What follows belongs to an exercise in optimizing a design on an open flow for small area, a short achievable clock period and few clock cycles per item; a production flow would make more cautious choices. The RTL was checked by simulation tests, not by an equivalence proof against the original design. Power is estimated from default activity; no workload was simulated.

==> flow/design.v (outline; a module is shown in full before it is edited, if it fits) <==
// module icu_fwd: 360 lines
// module icu_d125a: 40 lines
// module icu_d125b: 49 lines
// module icu_gt8: 15 lines
// module icu_pop16: 42 lines
// module icu_wsel: 21 lines
// module icu_mac: 268 lines
// module icu_dstep: 9 lines
// module icu_invn: 328 lines
// module icu_add21: 171 lines
// module icu_quant: 320 lines
module icu_quant (
    input  wire        clk,
    input  wire        rst,
    input  wire        in_valid,
    output wire        in_ready,
    input  wire [23:0] in_rgb,
    output reg         out_valid,
    input  wire        out_ready,
    output reg  [23:0] out_lo,
    output reg  [23:0] out_hi,
    output reg  [7:0]  out_avg
);
  // ...
==> flow/flow/run.sh <==
#!/bin/bash
# The standard layout (the standard.sh, all steps), with the port
# buffers made with a regular buf_4 cell and a clock tree built with
# larger sink clusters and no dummy loads.
# The full output goes to standard.log in this folder.
set -e
export BUFFER_PORTS_ARGS="-buffer_cell sky130_fd_sc_hd__buf_4"
export CTS_ARGS="-sink_clustering_enable -repair_clock_nets -dont_use_dummy_load -sink_clustering_size 25 -sink_clustering_max_diameter 100"
bash standard.sh > standard.log 2>&1
==> flow/standard.sh <==
#!/bin/bash
# synth_recipe.tcl (not shown) runs the flow's synth.tcl, then flattens the netlist and writes it again
# the make line also repeats each setting of config.mk as NAME=value (left out here)
make -C /OpenROAD-flow-scripts/flow DESIGN_CONFIG=/design/flow/config.mk WORK_HOME=/design/flow/orfs CLKGATE_MAP_FILE= SYNTH_SCRIPT=/design/flow/synth_recipe.tcl "${@:-finish}"
==> flow/config.mk <==
export PLATFORM = sky130hd
export DESIGN_NAME = icu_quant
export DESIGN_NICKNAME = icu_quant
export VERILOG_FILES = /design/flow/design.v
export SDC_FILE = /design/flow/constraint.sdc
export NUM_CORES = 4
export LEC_CHECK = 0
export CAP_MARGIN = 20
export CORE_MARGIN = 2
export CORE_UTILIZATION = 40
export SLEW_MARGIN = 20
==> flow/constraint.sdc <==
create_clock -name core_clock -period 22.0 [get_ports {clk}]
set_input_delay 4.4000 -clock core_clock [delete_from_list [all_inputs] [get_ports {clk}]]
set_output_delay 4.4000 -clock core_clock [all_outputs]
set_load 0.01 [all_outputs]
==> results.py, run 1 <==
metrics = {
    "grt": {
        "grt_pass1_vias": 31600,
        "grt_pass1_wl_um": 167000,
    },
    "sta": {
        "setup_viol": 0,
        "whs_ns": 0.279,
        "fin_worst_skew_ns": 0.0528,
        "fin_crit_ns": 5.58,
    },
    "drt": {
        "wl_met3_um": 4150,
        "vias": 31000,
        "wl_met2_um": 48300,
        "drt-total-wl_um": 102000,
        "dr.first_iter.drc_count": 1813,
    },
    "worst_hold_path": {
        "min_path_type": "reg2reg",
    },
    "floorplanning": {
        "ios": 86,
        "fp.dieW_um": 368,
        "die_area_um2": 135000,
        "dieHeight_um": 368,
    },
    "clocking": {
        "cts_buffers": 53,
    },
    "worst_setup_path": {
        "cp.depth": 1,
        "r2r_end": "hi_cr[19]",
    },
    "finish": {
        "multi_input_area_um2": 25200,
        "fin_nets": 5369,
    },
    "placed_design": {
        "port_buffers": 85,
    },
    "synth": {
        "synthArstFlopShare": 0,
        "ys_seq_elements": 1095,
        "synth-edff-count": 312,
    },
    "status": {
        "status": "timing/DRC/antenna clean",
    },
    "power": {
        "netSwitchingFraction": 0.353,
    },
}
Testbench counts, summed over its fixed seeds: cycles 6,456, items 384.
==> inputs of run 2 (changes only) <==
==> flow/flow/run.sh (replaced) <==
#!/bin/bash
# The standard layout (the standard.sh, all steps), with the port
# buffers made with a regular buf_4 cell, and the timing repair steps
# aiming at a 5.5 ns period instead of only meeting the 22 ns clock.
# The full output goes to standard.log in this folder.
set -e
export BUFFER_PORTS_ARGS="-buffer_cell sky130_fd_sc_hd__buf_4"
export SETUP_SLACK_MARGIN=16.5
bash standard.sh > standard.log 2>&1
==> run 2 against run 1 <==
Net effect:
- still clean
- cell area rose by 4.8%
- die area stayed put
- flip-flop and latch count unchanged
- sequential share of layout area decreased by 2.0 points
- sequential power barely moved
- synthesized cell count is the same
- clock skew fell by 0.016 ns
- utilization increased by 2.1 points
- critical path type unchanged
==> results.py, run 2 <==
metrics = {
    "sta": {
        "grt_setup_unrepaired": "yes",
        "fin_worst_skew_ns": 0.0363,
        "setup_slack_ns": 16.35,
        "finalCritPeriodShare": 0.257,
        "drv_slew": 0,
        "relSlewSlack": 0.282,
        "timing.fmax_mhz": 177,
        "fin_setup_tns_ns": 0,
        "whs_ns": 0.297,
        "fin_crit_ns": 5.65,
        "setup_viol": 0,
        "tightest_slew_ns": 1.08,
        "final_hold_viol_count": 0,
    },
    "floorplanning": {
        "die_area_um2": 135000,
        "rows": 133,
        "fp.dieW_um": 368,
        "core_um2": 131000,
        "dieHeight_um": 368,
        "start_util": 0.403,
        "ios": 86,
    },
    "finish": {
        "most-common-layout-cells": "dfxtp_1 (775), inv_1 (535), fa_1 (410)",
        "area_delta_synth_final_pct": 12.4,
        "fin_area_um2": 59400,
        "ff_latch_area_um2": 25100,
        "post-route-util": 0.453,
        "drive_above_1_share": 0.0840,
        "fin_nets": 5430,
        "final-instance-count-excl-fill": 6503,
        "final_common_cell": "dfxtp_1",
        "n_antenna_cell": 0,
        "reg_top3": "rcb x128, rcr x128, ry x128",
        "multi_input_area_um2": 25200,
        "nFillCells": 11900,
    },
    "clocking": {
        "clock_path_buffers": 3,
        "path_clk_slew_ns": 0.07,
        "cts_tree": "done",
        "cts.sinks": 1095,
        "ctsHoldBuffers": 0,
        "cts_htree_levels": 3,
        "clock_latency_ns": 0.72,
        "cts_root_buf": "clkbuf_16",
        "cts_buffers": 112,
    },
    "grt": {
        "grt_start_max_net_pins": 96,
        "grt_pass1_vias": 32700,
        "grt_overflow": 0,
        "antenna_found_initial": 0,
        "grt_pass1_wl_um": 172000,
        "track_usage": 0.157,
    },
    "placed_design": {
        "post-dp-hpwl_um": 75600,
        "port_buffers": 85,
        "dp_cells": 6292,
        "gp_congestion": 0.886,
        "dpl-instance-area_um2": 55400,
        "pre_cts_ws_ns": 16.57,
    },
    "worst_setup_path": {
        "crit_start": "out_lo[5]",
        "r2r_start": "sel15[7]",
        "crit_arrival_ns": 1.25,
        "worst-path-max-fanout": 1,
        "slowest_delay_ns": 0.40,
        "crit_buf_inv": 1,
        "cpMaxStageDelayCell": "edfxtp_1",
        "crit_family": "flip-flops",
        "cp.required_ns": 17.60,
        "startpoint_type": "register",
        "end_kind": "primary output",
        "crit_chain": "buf_6",
        "crit_type": "reg2out",
    },
    "drt": {
        "first_pass_iters": 8,
        "ant_nets": 0,
        "drc": 0,
        "routed_via_density": 4.84,
        "vias": 31500,
        "dr.first_iter.drc_count": 1922,
        "wl_per_cell_um": 16.1,
        "drt-total-wl_um": 105000,
    },
    "synth": {
        "synth.most_common_cell": "dfxtp_1",
        "synth_area_leader_cell": "dfxtp_1",
        "synth_seq_area_share": 0.474,
        "synthTopCellsByCount": "dfxtp_1 (783), inv_1 (536), fa_1 (410)",
        "ys_seq_elements": 1095,
        "synth.distinct_cells": 70,
        "syn_nets": 5360,
        "synth-edff-count": 312,
        "avgSynthCellArea_um2": 11.5,
        "synth_top_area_frac": 0.296,
        "synth-main-ff-cell": "dfxtp_1",
        "syn_inst": 4584,
        "synth_area_leaders": "dfxtp_1 (30%), edfxtp_1 (18%), fa_1 (16%)",
        "synthArstFlopShare": 0,
        "synthesis.area_um2": 52900,
        "yosysWarnings": 9,
    },
    "flow_run": {
        "drv_cap": 0,
    },
    "power": {
        "leakage_nw": 25.3,
        "power.total_mw": 6.97,
        "power.density_nw_per_um2": 117,
        "peakVddDrop_mv": 0.0786,
    },
    "worst_hold_path": {
        "min_path_type": "reg2reg",
        "hp-start": "rcb[2][5]",
    },
    "status": {
        "status": "timing/DRC/antenna clean",
    },
}
run 2: cell counts after synthesis:
Identical to the previous run, type by type.
run 2: worst paths after layout:
path,endpoint,slack (ns),depth (start not counted)
setup / recovery,out_lo[5],16.35,1
hold reg to reg,rcb[3][5],0.30,0
setup reg to reg,lo_y[17],16.86,17
hold / removal,rcb[3][5],0.30,0
run 2: layer usage:
layer / GRT usage / vias to the layer above / wire length [um] / part of all wire
li1: - / 15500 / - / -
met1: 0.212 / 15300 / 48400 / 0.46
met2: 0.260 / 578 / 49700 / 0.47
met3: 0.0262 / 171 / 4040 / 0.039
met4: 0.0435 / 0 / 2530 / 0.024
met5: 0 / - / 0 / 0
run 2: cell families (layout without fill, tap and decap cells):
| family | after synthesis | in the layout | share of synthesized area |
|---|---|---|---|
| adders and majority gates | 797 | 797 | 0.245 |
| muxes | 128 | 128 | 0.0252 |
| buffers and inverters | 704 | 868 | 0.0500 |
| DFF | 1095 | 1095 | 0.474 |
| xor gates and xnor gates | 201 | 201 | 0.0336 |
| AOI/OAI and AO/OA | 599 | 599 | 0.0797 |
| and+or+nand+nor | 1060 | 1060 | 0.0932 |
run 2: cell type report:
class,instances,area share
clock inverter,48,0.0102
tap,1755,0.0369
sequential,1095,0.422
timing repair buffer,121,0.0186
inverter,539,0.0341
multi-input combinational,2785,0.425
clock buffer,160,0.0542
run 2: power breakdown:
group	total, mW	switching [mW]	internal (mW)
logic	2.46	1.37	1.09
registers	2.56	0.178	2.39
clock network	1.95	0.796	1.15
run 2: timing repair:
| item | CTS | global route |
|---|---|---|
| setup endpoints to repair | 58 | 85 |
| resized for setup | 40 | 23 |
| pin swaps | 0 | 1 |
| setup buffers | 1 | 2 |
==> inputs of run 3 (changes only) <==
==> flow/flow/run.sh (replaced) <==
#!/bin/bash
# The standard layout (the standard.sh, all steps), with three changes:
#  - the port buffers are made with a regular buf_4 cell instead of the
#    flow's default choice;
#  - the clock tree is built with larger sink clusters (up to 25 sinks,
#    100 um across) and without dummy loads;
#  - the timing repair steps aim at a 5.5 ns period instead of only
#    meeting the 22 ns clock (the constraints themselves are unchanged).
# The full output goes to standard.log in this folder.
set -e
export BUFFER_PORTS_ARGS="-buffer_cell sky130_fd_sc_hd__buf_4"
export CTS_ARGS="-sink_clustering_enable -repair_clock_nets -dont_use_dummy_load -sink_clustering_size 25 -sink_clustering_max_diameter 100"
export SETUP_SLACK_MARGIN=16.5
bash standard.sh > standard.log 2>&1
==> run 3 against run 2 <==
Net effect:
- largest power group unchanged
- cell area down 4.1%
- hold slack better by 0.0061 ns
- via count down 1.8%
- clock power down 47%
- total power down 13%
- global-route usage down 0.39 points
- synthesized cell count unchanged
- utilization down 1.9 points
- wire length down 2.1%
- flip-flop and latch count unchanged
- setup slack better by 0.050 ns
==> results.py, run 3 <==
metrics = {
    "floorplanning": {
        "core_um2": 131000,
        "start_util": 0.403,
        "ios": 86,
        "fp.dieW_um": 368,
        "dieHeight_um": 368,
        "rows": 133,
        "die_area_um2": 135000,
    },
    "drt": {
        "drc": 0,
        "ant_nets": 0,
        "vias": 30900,
        "wl_per_cell_um": 16.1,
        "dr.first_iter.drc_count": 1969,
        "drt-total-wl_um": 102000,
        "routed_via_density": 4.87,
        "first_pass_iters": 7,
    },
    "grt": {
        "grt_start_max_net_pins": 96,
        "grt_overflow": 0,
        "grt_pass1_vias": 31900,
        "track_usage": 0.153,
        "antenna_found_initial": 1,
        "grt_pass1_wl_um": 169000,
    },
    "synth": {
        "synthesis.area_um2": 52900,
        "synth-main-ff-cell": "dfxtp_1",
        "avgSynthCellArea_um2": 11.5,
        "synth_area_leader_cell": "dfxtp_1",
        "yosysWarnings": 9,
        "syn_inst": 4584,
        "synth-edff-count": 312,
        "ys_seq_elements": 1095,
        "synth_top_area_frac": 0.296,
        "synth_seq_area_share": 0.474,
        "syn_nets": 5360,
        "synthTopCellsByCount": "dfxtp_1 (783), inv_1 (536), fa_1 (410)",
        "synth.distinct_cells": 70,
        "synth_area_leaders": "dfxtp_1 (30%), edfxtp_1 (18%), fa_1 (16%)",
        "synthArstFlopShare": 0,
        "synth.most_common_cell": "dfxtp_1",
    },
    "clocking": {
        "cts_tree": "done",
        "cts_htree_levels": 2,
        "cts_buffers": 54,
        "cts_root_buf": "clkbuf_16",
        "cts.sinks": 1095,
        "path_clk_slew_ns": 0.09,
        "clock_path_buffers": 3,
        "clock_latency_ns": 0.67,
    },
    "sta": {
        "grt_setup_unrepaired": "yes",
        "tightest_slew_ns": 1.09,
        "fin_crit_ns": 5.60,
        "timing.fmax_mhz": 178,
        "setup_viol": 0,
        "fin_worst_skew_ns": 0.0808,
        "drv_slew": 0,
        "final_hold_viol_count": 0,
        "finalCritPeriodShare": 0.255,
        "fin_setup_tns_ns": 0,
        "relSlewSlack": 0.274,
    },
    "worst_setup_path": {
        "end_kind": "primary output",
        "crit_family": "flip-flops",
        "cp.required_ns": 17.60,
        "cpMaxStageDelayCell": "edfxtp_1",
        "crit_arrival_ns": 1.20,
        "crit_chain": "buf_6",
        "slowest_delay_ns": 0.40,
        "crit_type": "reg2out",
        "crit_buf_inv": 1,
        "worst-path-max-fanout": 1,
        "startpoint_type": "register",
    },
    "finish": {
        "drive_above_1_share": 0.0609,
        "reg_top3": "rcb x128, rcr x128, ry x128",
        "nFillCells": 12100,
        "fin_nets": 5372,
        "final_common_cell": "dfxtp_1",
        "area_delta_synth_final_pct": 7.76,
        "most-common-layout-cells": "dfxtp_1 (774), inv_1 (535), fa_1 (410)",
        "n_antenna_cell": 0,
        "final-instance-count-excl-fill": 6349,
    },
    "power": {
        "leakage_nw": 24.1,
        "peakVddDrop_mv": 0.0697,
        "power.density_nw_per_um2": 106,
    },
    "placed_design": {
        "dp_cells": 6292,
        "port_buffers": 85,
        "post-dp-hpwl_um": 75600,
        "gp_congestion": 0.886,
    },
    "worst_hold_path": {
        "min_path_type": "reg2reg",
    },
    "status": {
        "status": "timing/DRC/antenna clean",
    },
    "flow_run": {
        "drv_cap": 0,
    },
}
==> run 3: cell counts after synthesis <==
No cell type changed its count.
==> run 3: worst paths after layout <==
check / from / to / slack [ns] / cells past startpoint
max: out_lo[17] / out_lo[17] / 16.40 / 1
min: rcb[12][3] / rcb[13][3] / 0.30 / 0
max reg2reg: ry[15][2] / hi_y[17] / 16.85 / 16
min reg2reg: rcb[12][3] / rcb[13][3] / 0.30 / 0
==> run 3: final cells by class <==
| cell class | count | area, um^2 | area share |
|---|---|---|---|
| Inverter | 539 | 2030 | 0.0356 |
| Clock buffer | 54 | 1350 | 0.0237 |
| Multi-Input combinational cell | 2785 | 25200 | 0.443 |
| Tap cell | 1755 | 2200 | 0.0385 |
| Timing Repair Buffer | 121 | 1100 | 0.0194 |
| Sequential cell | 1095 | 25100 | 0.440 |
==> run 3: through the flow <==
step / power, mW / instance area, um^2 / util / worst slack, ns / hold WS (ns)
final: 6.05 / 57000 / 0.434 / 16.40 / 0.303
after global routing: 6.70 / 57000 / 0.434 / 16.32 / 0.307
after CTS: 6.18 / 56900 / 0.433 / 16.32 / 0.310
after detailed placement: 5.13 / 55400 / 0.422 / 16.57 / 0.312
after global placement: 5.06 / 55400 / 0.422 / 16.56 / 0.310
after floorplan: 4.44 / 52900 / - / 16.73 / 0.310
==> run 3: repair_timing <==
item / 4_1_cts / 5_1_grt
gates resized for setup: 40 / 26
setup buffers: 1 / 2
hold buffers: 0 / 0
cloned: 0 / 0
setup endpoints to repair: 58 / 91
pin swaps: 0 / 2
==> run 3: routing by layer <==
metal,track usage,wire length (um),share of wire
met2,0.258,49000,0.48
met4,0.0333,2030,0.020
met1,0.210,47800,0.47
met3,0.0199,3630,0.035
met5,0,0,0
==> run 3: power breakdown <==
group / leakage [nW] / switching, mW / internal, mW
Combinational: 14.2 / 1.36 / 1.09
Clock: 0.665 / 0.605 / 0.437
Sequential: 9.24 / 0.178 / 2.38
Total: 24.1 / 2.14 / 3.91
==> run 3: cell families (layout without fill, tap and decap cells) <==
group	Yosys count	after routing	synth area share
flops	1095	1095	0.474
simple gates	1060	1060	0.0932
buf+inv	704	714	0.0500
fa+ha+maj	797	797	0.245
xor+xnor	201	201	0.0336
mux	128	128	0.0252
compound gates	599	599	0.0797
==> module icu_quant, before the edit <==
module icu_quant (
    input  wire        clk,
    input  wire        rst,
    input  wire        in_valid,
    output wire        in_ready,
    input  wire [23:0] in_rgb,
    output reg         out_valid,
    input  wire        out_ready,
    output reg  [23:0] out_lo,
    output reg  [23:0] out_hi,
    output reg  [7:0]  out_avg
);
    localparam integer LOOK = 10;    
    integer i;
    genvar  gi;
    reg        rdy;
    assign in_ready = rdy;
    wire acc_now = in_valid && rdy && !rst;
    reg [23:0] in_q;
    reg        v0;
    reg [14:0] x_y, x_cb, x_cr;
    reg        v1;
    reg [7:0]  a_y, a_cb, a_cr;
    reg [9:0]  t_y, t_cb, t_cr;
    reg        v2;
    reg [7:0]  w_y, w_cb, w_cr;
    reg        v3;
    wire [14:0] fxy, fxcb, fxcr;
    icu_fwd u_fwd (
        .r(in_q[23:16]), .g(in_q[15:8]), .b(in_q[7:0]),
        .xy(fxy), .xcb(fxcb), .xcr(fxcr)
    );
    wire [7:0] da_y, da_cb, da_cr;
    wire [9:0] dt_y, dt_cb, dt_cr;
    icu_d125a u_day  (.x(x_y),  .a(da_y),  .t(dt_y));
    icu_d125a u_dacb (.x(x_cb), .a(da_cb), .t(dt_cb));
    icu_d125a u_dacr (.x(x_cr), .a(da_cr), .t(dt_cr));
    wire [8:0] qy, qcb, qcr;
    icu_d125b u_dby  (.a(a_y),  .t(t_y),  .q(qy));
    icu_d125b u_dbcb (.a(a_cb), .t(t_cb), .q(qcb));
    icu_d125b u_dbcr (.a(a_cr), .t(t_cr), .q(qcr));
    always @(posedge clk) begin
        in_q <= in_rgb;
        x_y  <= fxy;
        x_cb <= fxcb;
        x_cr <= fxcr;
        a_y  <= da_y;  t_y  <= dt_y;
        a_cb <= da_cb; t_cb <= dt_cb;
        a_cr <= da_cr; t_cr <= dt_cr;
        w_y  <= qy[7:0];
        w_cb <= qcb[7:0];
        w_cr <= qcr[7:0];
        if (rst) begin
            v0 <= 1'b0;
            v1 <= 1'b0;
            v2 <= 1'b0;
            v3 <= 1'b0;
        end else begin
            v0 <= acc_now;
            v1 <= v0;
            v2 <= v1;
            v3 <= v2;
        end
    end
    reg [7:0]  ry  [0:15];
    reg [7:0]  rcb [0:15];
    reg [7:0]  rcr [0:15];
    reg [3:0]  rk  [0:15];
    reg [15:0] rv;               
    reg [15:0] rt;               
    reg        cur_tag;          
    reg [3:0]  w_cnt;            
    reg        proc_active;
    reg [3:0]  pcnt;
    reg        first;            
    wire        wr = v3;
    wire [15:0] cur;
    wire [15:0] lt;              
    wire [7:0]  nw_y = ~w_y;
    generate
        for (gi = 0; gi < 16; gi = gi + 1) begin : g_cmp
            assign cur[gi] = rv[gi] && (rt[gi] == cur_tag);
            icu_gt8 u_lt (.a(ry[gi]), .nb(nw_y), .gt(lt[gi]));
        end
    endgenerate
    wire [15:0] inc = {16{wr}} & cur & lt;
    reg  [15:0] le_q;
    reg         fresh0;
    wire [4:0]  nrank;
    icu_pop16 u_pop (.v(le_q), .n(nrank));
    always @(posedge clk) begin
        le_q   <= cur & ~lt;
        fresh0 <= wr;
    end
    wire full15 = rv[15] && (rt[15] != cur_tag);
    wire proc15 = proc_active && full15;
    wire complete_now = wr && (w_cnt == 4'd15);
    always @(posedge clk) begin
        for (i = 1; i < 16; i = i + 1) begin
            ry[i]  <= ry[i-1];
            rcb[i] <= rcb[i-1];
            rcr[i] <= rcr[i-1];
        end
        for (i = 2; i < 16; i = i + 1)
            rk[i]  <= rk[i-1] + {3'd0, inc[i-1]};
        rk[1] <= (fresh0 ? nrank[3:0] : rk[0]) + {3'd0, inc[0]};
        if (wr) begin
            ry[0]  <= w_y;
            rcb[0] <= w_cb;
            rcr[0] <= w_cr;
            rk[0]  <= 4'd0;
        end else begin
            ry[0]  <= ry[15];
            rcb[0] <= rcb[15];
            rcr[0] <= rcr[15];
            rk[0]  <= rk[15];
        end
        rt <= {rt[14:0], wr ? cur_tag : rt[15]};
        if (rst) begin
            rv      <= 16'd0;
            cur_tag <= 1'b0;
            w_cnt   <= 4'd0;
        end else begin
            rv      <= {rv[14:0], wr | (rv[15] & ~proc15)};
            cur_tag <= cur_tag ^ complete_now;
            w_cnt   <= w_cnt + {3'd0, wr};
        end
    end
    reg        full_pending;
    reg        acc_done;
    reg        f_busy;
    wire       acc_busy = proc_active | acc_done;
    reg  [3:0] fcnt;             
    reg  [3:0] ch;               
    wire       ph_run = (ch != 4'd0) || (f_busy && fcnt[3] && !out_valid);
    wire       f_rel  = ph_run && (ch == 4'd5);      
    wire [4:0] need = 5'd16 - {1'b0, w_cnt};
    wire       f_ok = f_free | (f_busy & fcnt[3] & (ch != 4'd0) & (ch <= 4'd5) &
                                ({1'b0, ch} + need >= 5'd6));
    wire       f_free   = !f_busy;
    wire       start_ok = f_free | f_rel | !acc_busy;
    wire       start_now = (full_pending | complete_now) &
                           (!proc_active | (pcnt == 4'd15)) & start_ok;
    always @(posedge clk) begin
        if (rst) begin
            proc_active  <= 1'b0;
            pcnt         <= 4'd0;
            full_pending <= 1'b0;
            first        <= 1'b0;
        end else begin
            first <= start_now;
            if (start_now) begin
                proc_active <= 1'b1;
                pcnt        <= 4'd0;
            end else if (proc_active) begin
                pcnt <= pcnt + 4'd1;
                if (pcnt == 4'd15)
                    proc_active <= 1'b0;
            end
            if (start_now)
                full_pending <= 1'b0;
            else if (complete_now)
                full_pending <= 1'b1;
        end
    end
    wire la_free = !rv[LOOK];
    wire la_cur  = rv[LOOK] && (rt[LOOK] == cur_tag);
    wire la_full = rv[LOOK] && (rt[LOOK] != cur_tag);
    reg  [4:0] a_tot;
    wire [4:0] a_tot_m = a_tot - {complete_now, 4'd0};
    always @(posedge clk) begin
        if (rst) a_tot <= 5'd0;
        else     a_tot <= acc_now ? a_tot_m + 5'd1 : a_tot_m;
    end
    wire rdy_p = la_free | (la_full & proc_active) | (la_cur & f_ok & a_tot[4]);
    wire rdy_q = la_cur & f_ok & rdy & (a_tot[3:0] == 4'hf);
    always @(posedge clk) begin
        rdy <= !rst & (rdy_p | (rdy_q & in_valid));
    end
    wire [3:0] nrk15 = rk[14] + {3'd0, inc[14]};
    wire       nhi15 = nrk15[3];
    wire [2:0] widx  = nhi15 ? ~nrk15[2:0] : nrk15[2:0];
    wire [15:0] wsel;
    icu_wsel u_wsel (.widx(widx), .sel(wsel));
    reg [15:0] sel15;            
    reg        hi15;
    always @(posedge clk) begin
        sel15 <= wsel;
        hi15  <= nhi15;
    end
    reg [19:0] lo_y, lo_cb, lo_cr;
    reg [19:0] hi_y, hi_cb, hi_cr;
    reg [11:0] bsum;
    wire        last  = proc_active && (pcnt == 4'd15);
    wire [19:0] sum_y, sum_cb, sum_cr;
    icu_mac u_ay  (.a(first ? 20'd0 : (hi15 ? hi_y  : lo_y)),  .c(ry[15]),  .sel(sel15), .s(sum_y));
    icu_mac u_acb (.a(first ? 20'd0 : (hi15 ? hi_cb : lo_cb)), .c(rcb[15]), .sel(sel15), .s(sum_cb));
    icu_mac u_acr (.a(first ? 20'd0 : (hi15 ? hi_cr : lo_cr)), .c(rcr[15]), .sel(sel15), .s(sum_cr));
    wire [11:0] sum_b = (first ? 12'd0 : bsum) + {4'd0, ry[15]};
    always @(posedge clk) begin
        if (proc15 && !hi15) begin
            lo_y  <= sum_y;
            lo_cb <= sum_cb;
            lo_cr <= sum_cr;
        end else if (first) begin
            lo_y  <= 20'd0;
            lo_cb <= 20'd0;
            lo_cr <= 20'd0;
        end
        if (proc15 && hi15) begin
            hi_y  <= sum_y;
            hi_cb <= sum_cb;
            hi_cr <= sum_cr;
        end else if (first) begin
            hi_y  <= 20'd0;
            hi_cb <= 20'd0;
            hi_cr <= 20'd0;
        end
        if (proc15)
            bsum <= sum_b;
        else if (first)
            bsum <= 12'd0;
    end
    reg [19:0] f0, f1, f2, f3, f4, f5;
    reg [7:0]  f_avg;
    wire       xfer    = acc_done && f_free;
    wire       f_div   = f_busy && !fcnt[3];
    wire [19:0] d0, d1, d2, d3, d4, d5;
    icu_dstep u_d0 (.r(f0), .o(d0));
    icu_dstep u_d1 (.r(f1), .o(d1));
    icu_dstep u_d2 (.r(f2), .o(d2));
    icu_dstep u_d3 (.r(f3), .o(d3));
    icu_dstep u_d4 (.r(f4), .o(d4));
    icu_dstep u_d5 (.r(f5), .o(d5));
    always @(posedge clk) begin
        if (xfer) begin
            f0 <= lo_y;  f1 <= lo_cb; f2 <= lo_cr;
            f3 <= hi_y;  f4 <= hi_cb; f5 <= hi_cr;
            f_avg <= bsum[11:4];
            fcnt  <= 4'd0;
        end else if (f_div) begin
            f0 <= d0; f1 <= d1; f2 <= d2;
            f3 <= d3; f4 <= d4; f5 <= d5;
            fcnt <= fcnt + 4'd1;
        end
        if (rst) begin
            acc_done <= 1'b0;
            f_busy   <= 1'b0;
        end else begin
            if (last)      acc_done <= 1'b1;
            else if (xfer) acc_done <= 1'b0;
            if (xfer)       f_busy <= 1'b1;
            else if (f_rel) f_busy <= 1'b0;
        end
    end
    wire [3:0] ch_next = ph_run ? ((ch == 4'd8) ? 4'd0 : ch + 4'd1) : ch;
    reg        ph_half;
    reg  [1:0] ph_sel;
    always @(posedge clk) begin
        ph_half <= (ch_next >= 4'd3);
        ph_sel  <= (ch_next >= 4'd3) ? (ch_next[1:0] - 2'd3) : ch_next[1:0];
    end
    wire [20:0] inv_ns, inv_nc;
    icu_invn u_invn (
        .sel(ph_sel),
        .y (ph_half ? f3[7:0] : f0[7:0]),
        .cb(ph_half ? f4[7:0] : f1[7:0]),
        .cr(ph_half ? f5[7:0] : f2[7:0]),
        .ns(inv_ns), .nc(inv_nc)
    );
    reg [20:0] i1_ns, i1_nc;
    reg [20:0] i2_n;
    reg [7:0]  i3_a;
    reg [9:0]  i3_t;
    reg        i3_neg, i3_sat;
    reg [7:0]  i_avg;
    wire [20:0] i1_n;
    icu_add21 u_iadd (.a(i1_ns), .b(i1_nc), .s(i1_n));
    wire [7:0] ia;
    wire [9:0] it;
    icu_d125a u_ida (.x(i2_n[17:3]), .a(ia), .t(it));
    wire [8:0] iq;
    icu_d125b u_idb (.a(i3_a), .t(i3_t), .q(iq));
    wire [7:0] inv_q = i3_neg ? 8'd0 : i3_sat ? 8'd255 : iq[7:0];
    always @(posedge clk) begin
        i1_ns  <= inv_ns;
        i1_nc  <= inv_nc;
        i2_n   <= i1_n;
        i3_a   <= ia;
        i3_t   <= it;
        i3_neg <= i2_n[20];
        i3_sat <= (i2_n[19:18] != 2'd0) || (i2_n[17:3] >= 15'd32000);
        if (f_rel)
            i_avg <= f_avg;
        if (ph_run) begin
            case (ch)
                4'd3: out_lo[23:16] <= inv_q;
                4'd4: out_lo[15:8]  <= inv_q;
                4'd5: out_lo[7:0]   <= inv_q;
                4'd6: out_hi[23:16] <= inv_q;
                4'd7: out_hi[15:8]  <= inv_q;
                4'd8: begin
                    out_hi[7:0] <= inv_q;
                    out_avg     <= i_avg;
                end
                default: ;
            endcase
        end
        if (rst) begin
            ch        <= 4'd0;
            out_valid <= 1'b0;
        end else begin
            ch <= ch_next;
            if (out_valid && out_ready)
                out_valid <= 1'b0;
            else if (ph_run && ch == 4'd8)
                out_valid <= 1'b1;
        end
    end
endmodule
==> inputs of run 4 (changes only) <==
--- a/flow/design.v
+++ b/flow/design.v
@@ -1577,5 +1577,4 @@
     reg [9:0]  i3_t;
     reg        i3_neg, i3_sat;
-    reg [7:0]  i_avg;
     wire [20:0] i1_n;
     icu_add21 u_iadd (.a(i1_ns), .b(i1_nc), .s(i1_n));
@@ -1594,17 +1593,15 @@
         i3_neg <= i2_n[20];
         i3_sat <= (i2_n[19:18] != 2'd0) || (i2_n[17:3] >= 15'd32000);
-        if (f_rel)
-            i_avg <= f_avg;
         if (ph_run) begin
             case (ch)
                 4'd3: out_lo[23:16] <= inv_q;
                 4'd4: out_lo[15:8]  <= inv_q;
-                4'd5: out_lo[7:0]   <= inv_q;
+                4'd5: begin
+                    out_lo[7:0] <= inv_q;
+                    out_avg     <= f_avg;
+                end
                 4'd6: out_hi[23:16] <= inv_q;
                 4'd7: out_hi[15:8]  <= inv_q;
-                4'd8: begin
-                    out_hi[7:0] <= inv_q;
-                    out_avg     <= i_avg;
-                end
+                4'd8: out_hi[7:0]   <= inv_q;
                 default: ;
             endcase
==> run 4 against run 3 <==
Net effect:
- still clean
- cell area down 0.57%
- flip-flop and latch count down 8
- non-clock buffer count down 8
- die area down 0.45%
- hold slack better by 0.021 ns
- synthesized area down 0.45%
- first-iteration DRC count down 2.7%
- via count up 0.32%
- combinational power about the same
- sequential share of layout area down 0.16 points
- clock skew down 0.018 ns
- clock-buffer cell count down 1
- critical path type unchanged
==> results.py, run 4 <==
metrics = {
    "clocking": {
        "cts_htree_levels": 2,
        "clock_latency_ns": 0.65,
        "cts_root_buf": "clkbuf_16",
        "cts_tree": "done",
        "clock_path_buffers": 3,
        "cts.sinks": 1087,
        "ctsHoldBuffers": 0,
        "cts_buffers": 53,
        "path_clk_slew_ns": 0.10,
    },
    "finish": {
        "final_common_cell": "dfxtp_1",
        "fin_nets": 5355,
        "post-route-util": 0.433,
        "n_antenna_cell": 0,
        "area_delta_synth_final_pct": 7.63,
        "reg_top3": "rcb x128, rcr x128, ry x128",
        "drive_above_1_share": 0.0596,
        "most-common-layout-cells": "dfxtp_1 (771), inv_1 (535), fa_1 (410)",
        "final-instance-count-excl-fill": 6332,
    },
    "synth": {
        "synthesis.area_um2": 52600,
        "synth_top_area_frac": 0.298,
        "synth_area_leader_cell": "dfxtp_1",
        "avgSynthCellArea_um2": 11.5,
        "syn_nets": 5352,
        "synth_compound_area_frac": 0.0801,
        "synth_xor_area_frac": 0.0337,
        "syn_inst": 4576,
        "synth-main-ff-cell": "dfxtp_1",
        "synth.distinct_cells": 70,
        "synth-edff-count": 304,
        "ys_seq_elements": 1087,
        "synth-simple-area-share": 0.0937,
        "synth.most_common_cell": "dfxtp_1",
        "synthArstFlopShare": 0,
        "synthMuxAreaShare": 0.0253,
        "synth_top_family_by_area": "adder cells",
        "synth_seq_area_share": 0.471,
        "yosysWarnings": 9,
        "synth_area_leaders": "dfxtp_1 (30%), edfxtp_1 (17%), fa_1 (16%)",
        "synthTopCellsByCount": "dfxtp_1 (783), inv_1 (536), fa_1 (410)",
        "synth_fa_ha_area_frac": 0.246,
    },
    "floorplanning": {
        "core_um2": 131000,
        "die_area_um2": 135000,
        "ios": 86,
        "rows": 133,
        "dieHeight_um": 367,
        "start_util": 0.402,
        "fp.dieW_um": 367,
    },
    "power": {
        "power.density_nw_per_um2": 106,
        "peakVddDrop_mv": 0.0967,
        "leakage_nw": 24.0,
    },
    "sta": {
        "whs_ns": 0.324,
        "drv_slew": 0,
        "fin_crit_ns": 5.62,
        "grt_setup_unrepaired": "yes",
        "setup_slack_ns": 16.38,
        "fin_worst_skew_ns": 0.0626,
        "setup_viol": 0,
        "tightest_slew_ns": 1.06,
        "fin_setup_tns_ns": 0,
        "final_hold_viol_count": 0,
        "finalCritPeriodShare": 0.255,
        "relSlewSlack": 0.292,
        "timing.fmax_mhz": 178,
    },
    "drt": {
        "drt-total-wl_um": 103000,
        "wl_met2_um": 49100,
        "wl_met3_um": 3410,
        "vias": 31000,
        "highest_layer": "met4",
        "routed_via_density": 4.90,
        "drc": 0,
        "first_pass_iters": 7,
        "drt-met1-wl_um": 48400,
        "dr.first_iter.drc_count": 1916,
        "ant_nets": 0,
        "wl_per_cell_um": 16.3,
    },
    "worst_setup_path": {
        "startpoint_type": "register",
        "r2r_end": "hi_cb[19]",
        "crit_family": "flip-flops",
        "cpMaxStageDelayCell": "edfxtp_1",
        "worst-r2r-cell-count": 17,
        "crit_path_end": "out_avg[3]",
        "slowest_delay_ns": 0.43,
        "crit_type": "reg2out",
        "crit_chain": "buf_6",
        "worst-path-max-fanout": 1,
        "r2r_slack_ns": 16.75,
        "crit_arrival_ns": 1.22,
        "r2r_start": "rcb[15][1]",
        "end_kind": "primary output",
        "crit_start": "out_avg[3]",
        "crit_buf_inv": 1,
        "cp.required_ns": 17.60,
        "cp.depth": 1,
    },
    "status": {
        "status": "timing/DRC/antenna clean",
    },
    "placed_design": {
        "gp_congestion": 0.875,
        "dp_cells": 6278,
        "port_buffers": 85,
        "pre_cts_ws_ns": 16.50,
        "post-dp-hpwl_um": 76300,
    },
    "worst_hold_path": {
        "hp-start": "rcr[11][3]",
        "min_path_type": "reg2reg",
        "whs_path_depth": 0,
    },
    "grt": {
        "grt_pass1_wl_um": 169000,
        "track_usage": 0.154,
        "antenna_found_initial": 0,
        "grt_start_max_net_pins": 88,
        "grt_pass1_vias": 31700,
        "grt_overflow": 0,
    },
    "flow_run": {
        "drv_cap": 0,
    },
}
-- run 4: how the worst min path moves through the flow --
stage                 endpoint  slack [ns]
detailed placement  rcb[13][3]        0.31
floorplan               i3_neg        0.31
finish              rcr[12][3]        0.32
global placement    rcr[10][5]        0.31
global route        rcr[12][3]        0.33
CTS                 rcr[12][3]        0.32
-- run 4: metal layers --
metal,GRT usage,vias up
li1,-,15200
met1,0.214,15200
met2,0.259,496
met3,0.0161,112
met4,0.0388,0
met5,0,-
-- run 4: cells by family after synthesis --
family	count (synthesis)
mux	128
fa+ha+maj	797
flops	1087
xor+xnor	201
compound gates	599
buf+inv	704
simple gates	1060
-- run 4: metrics by stage --
step | total power, mW | instance area [um^2]
finish | 6.00 | 56700
detailed placement | 5.11 | 55100
CTS | 6.15 | 56600
global route | 6.62 | 56700
global placement | 5.05 | 55100
floorplan | 4.43 | 52600
-- run 4: what timing repair did --
| item | in CTS | in global routing |
|---|---|---|
| gates cloned | 0 | 0 |
| pin swaps | 0 | 1 |
| gates resized for setup | 45 | 24 |
| setup buffers | 1 | 0 |
| setup endpoints to repair | 64 | 76 |
-- run 4: cell type report --
| type | instances | area (um^2) |
|---|---|---|
| well taps | 1755 | 2200 |
| multi-input cells | 2785 | 25200 |
| clock buffers | 53 | 1330 |
| inverters | 539 | 2030 |
| repair buffers | 113 | 1050 |
| fillers | 12300 | 74300 |
| flip-flops and latches | 1087 | 24800 |
-- run 4: report_power, final --
part,internal (mW),switching (mW)
clock network,0.429,0.593
registers,2.37,0.172
logic,1.09,1.36
total,3.88,2.12
Testbench counts of run 4, summed over its fixed seeds: cycles 6,456, items 384.
==> inputs of run 5 (changes only) <==
--- a/flow/config.mk
+++ b/flow/config.mk
@@ -8,4 +8,5 @@
 export CAP_MARGIN = 20
 export CORE_MARGIN = 2
-export CORE_UTILIZATION = 40
+export CORE_UTILIZATION = 50
+export PLACE_DENSITY = 0.65
 export SLEW_MARGIN = 20
==> run 5 against run 4 <==
Net effect:
- cell area fell by 0.83%
- clock skew up 0.022 ns
- sequential power barely moved
- final cell count is 5.7% lower
- critical path depth unchanged
- maximum frequency about the same
- hold slack worse by 0.051 ns
- via count rose by 0.22%
==> results.py, run 5 <==
metrics = {
    "drt": {
        "routed_via_density": 5.21,
        "wl_per_cell_um": 16.9,
        "ant_nets": 0,
        "drc": 0,
        "vias": 31100,
        "first_pass_iters": 6,
        "drt-total-wl_um": 101000,
        "dr.first_iter.drc_count": 1906,
    },
    "clocking": {
        "clock_latency_ns": 0.67,
        "path_clk_slew_ns": 0.10,
        "cts_htree_levels": 2,
        "cts_tree": "done",
        "cts_root_buf": "clkbuf_16",
        "ctsHoldBuffers": 0,
        "cts.sinks": 1087,
        "cts_buffers": 51,
        "clock_path_buffers": 3,
    },
    "power": {
        "p_comb_frac": 0.408,
        "netSwitchingFraction": 0.354,
        "switchingPower_mw": 2.11,
        "p_seq_frac": 0.424,
        "clkPwrFrac": 0.168,
        "peakVddDrop_mv": 0.125,
        "power.density_nw_per_um2": 106,
        "internal-power_mw": 3.87,
        "leakage_nw": 24.0,
    },
    "worst_setup_path": {
        "crit_path_end": "out_avg[3]",
        "cp.required_ns": 17.60,
        "worst-r2r-cell-count": 18,
        "slowest_delay_ns": 0.40,
        "cpMaxStageDelayCell": "edfxtp_1",
        "crit_family": "flip-flops",
        "startpoint_type": "register",
        "r2r_slack_ns": 16.79,
        "cp.depth": 1,
        "crit_type": "reg2out",
        "crit_chain": "buf_4",
        "r2r_end": "hi_cb[19]",
        "worst-path-max-fanout": 1,
        "crit_buf_inv": 1,
        "end_kind": "primary output",
        "crit_arrival_ns": 1.22,
        "crit_start": "out_avg[3]",
        "r2r_start": "sel15[13]",
    },
    "grt": {
        "grt_start_max_net_pins": 101,
        "grt_pass1_vias": 31400,
        "track_usage": 0.190,
        "grt_pass1_wl_um": 165000,
        "antenna_found_initial": 0,
        "grt_overflow": 0,
    },
    "synth": {
        "synthTopCellsByCount": "dfxtp_1 (783), inv_1 (536), fa_1 (410)",
        "syn_inst": 4576,
        "yosysWarnings": 9,
        "synth_seq_area_share": 0.471,
        "synthArstFlopShare": 0,
        "synth_area_leader_cell": "dfxtp_1",
        "avgSynthCellArea_um2": 11.5,
        "synth-main-ff-cell": "dfxtp_1",
        "ys_seq_elements": 1087,
        "syn_nets": 5352,
        "synth.most_common_cell": "dfxtp_1",
        "synthesis.area_um2": 52600,
        "synth.distinct_cells": 70,
        "synth_area_leaders": "dfxtp_1 (30%), edfxtp_1 (17%), fa_1 (16%)",
        "synth_top_area_frac": 0.298,
        "synth-edff-count": 304,
    },
    "floorplanning": {
        "dieHeight_um": 328,
        "fp.dieW_um": 328,
        "core_um2": 105000,
        "start_util": 0.502,
        "rows": 119,
        "ios": 86,
        "die_area_um2": 108000,
    },
    "worst_hold_path": {
        "min_path_type": "reg2reg",
        "whs_path_depth": 0,
    },
    "sta": {
        "whs_ns": 0.273,
        "tightest_slew_ns": 1.06,
        "setup_viol": 0,
        "fin_worst_skew_ns": 0.0846,
        "final_hold_viol_count": 0,
        "fin_crit_ns": 5.62,
        "drv_slew": 0,
        "grt_setup_unrepaired": "yes",
        "finalCritPeriodShare": 0.255,
        "fin_setup_tns_ns": 0,
        "relSlewSlack": 0.290,
        "timing.fmax_mhz": 178,
    },
    "finish": {
        "reg_top3": "rcb x128, rcr x128, ry x128",
        "most-common-layout-cells": "dfxtp_1 (773), inv_1 (535), fa_1 (410)",
        "post-route-util": 0.536,
        "fin_nets": 5358,
        "final_common_cell": "dfxtp_1",
        "drive_above_1_share": 0.0603,
        "n_antenna_cell": 0,
        "area_delta_synth_final_pct": 6.74,
    },
    "placed_design": {
        "gp_congestion": 0.904,
        "post-dp-hpwl_um": 74300,
        "port_buffers": 85,
    },
    "status": {
        "status": "timing/DRC/antenna clean",
    },
    "flow_run": {
        "drv_cap": 0,
    },
}
[run 5: routing by layer]
layer  wire [um]  part of all wire  track usage  vias to the layer above
li1            -                 -            -                    15200
met1       45300              0.45        0.258                    15200
met2       49300              0.49        0.324                      571
met3        4090             0.041       0.0261                      126
met4        2060             0.020       0.0428                        0
met5           0                 0            0                        -
[run 5: cells by family (layout without fill, tap and decap cells)]
logic type,count (synthesis),count (layout),share of synthesized area
adder cells (fa/ha/maj),797,797,0.246
AND/OR/NAND/NOR,1060,1060,0.0937
buffers and inverters,704,708,0.0502
AO/OA/AOI/OAI,599,599,0.0801
XOR/XNOR,201,201,0.0337
multiplexers,128,128,0.0253
flip-flops,1087,1087,0.471
[run 5: area by class of cell]
cell class / count / area [um^2]
multi-input combinational: 2785 / 25200
sequential: 1087 / 24800
inverter: 539 / 2030
fill: 9128 / 48600
tap: 1391 / 1740
timing repair buffer: 118 / 1070
clock buffer: 51 / 1280
[run 5: how the worst min path moves through the flow]
| stage | from | endpoint | slack, ns |
|---|---|---|---|
| after floorplan | i2_n[20] | i3_neg | 0.31 |
| after global placement | rcr[11][4] | rcr[12][4] | 0.31 |
| after global routing | rcb[10][5] | rcb[11][5] | 0.27 |
| after CTS | rcb[10][5] | rcb[11][5] | 0.27 |
| after detailed placement | rcb[2][2] | rcb[3][2] | 0.31 |
| final | rcb[10][5] | rcb[11][5] | 0.27 |
[run 5: repair_timing]
item | CTS | global route
setup endpoints to repair | 70 | 86
pin swaps | 0 | 1
resized for setup | 43 | 22
buffers inserted | 2 | 2
[run 5: per-stage QoR]
step	std cells	setup slack, ns	cell area [um^2]	total power, mW
final	5971	16.38	56200	5.98
after global routing	5971	16.32	56200	6.59
after CTS	5969	16.32	56100	6.10
after detailed placement	5916	16.50	54600	5.09
after global placement	5916	16.56	54600	5.03
after floorplan	4576	16.73	52600	4.43
[run 5: power by group through the flow]
| stage | Sequential [mW] | Clock [mW] | Combinational, mW |
|---|---|---|---|
| 2_1_floorplan | 2.52 | 0 | 1.91 |
| 3_3_place_gp | 2.59 | 0 | 2.44 |
| 3_5_place_dp | 2.59 | 0 | 2.50 |
| 4_1_cts | 2.54 | 1.04 | 2.52 |
| 5_1_grt | 2.57 | 1.11 | 2.91 |
| 6_report | 2.54 | 1.00 | 2.44 |

re-timing with driven ports:
The results above use ideal ports. As a check the final layouts listed here were re-extracted and re-timed, cells and wires unchanged.
Step 1: set_driving_cell puts a clkbuf_16 on clk and a buf_2 on each other input, an assumption about the parent block.
Step 2 adds t to the input delays and takes it off the output delays; t is the mean of the earliest and latest rising clock arrival at the registers after step 1. Input paths then give back, and output paths get back, about the clock's delay inside the block.
a / b / c = ideal ports / drivers / drivers and shift; a / b = the first two.
run	shift t [ns]	setup slack, ns	hold WS [ns]
run 1	0.705	16.418 / 16.347 / 16.478	0.279 / 0.279 / 0.279
run 2	0.772	16.347 / 16.276 / 16.568	0.297 / 0.297 / 0.297
run 3	0.706	16.398 / 16.326 / 16.602	0.303 / 0.303 / 0.303
run 4	0.709	16.383 / 16.307 / 16.564	0.324 / 0.324 / 0.324
run 5	0.692	16.382 / 16.316 / 16.558	0.273 / 0.273 / 0.273
After both steps every run listed still meets setup and hold.
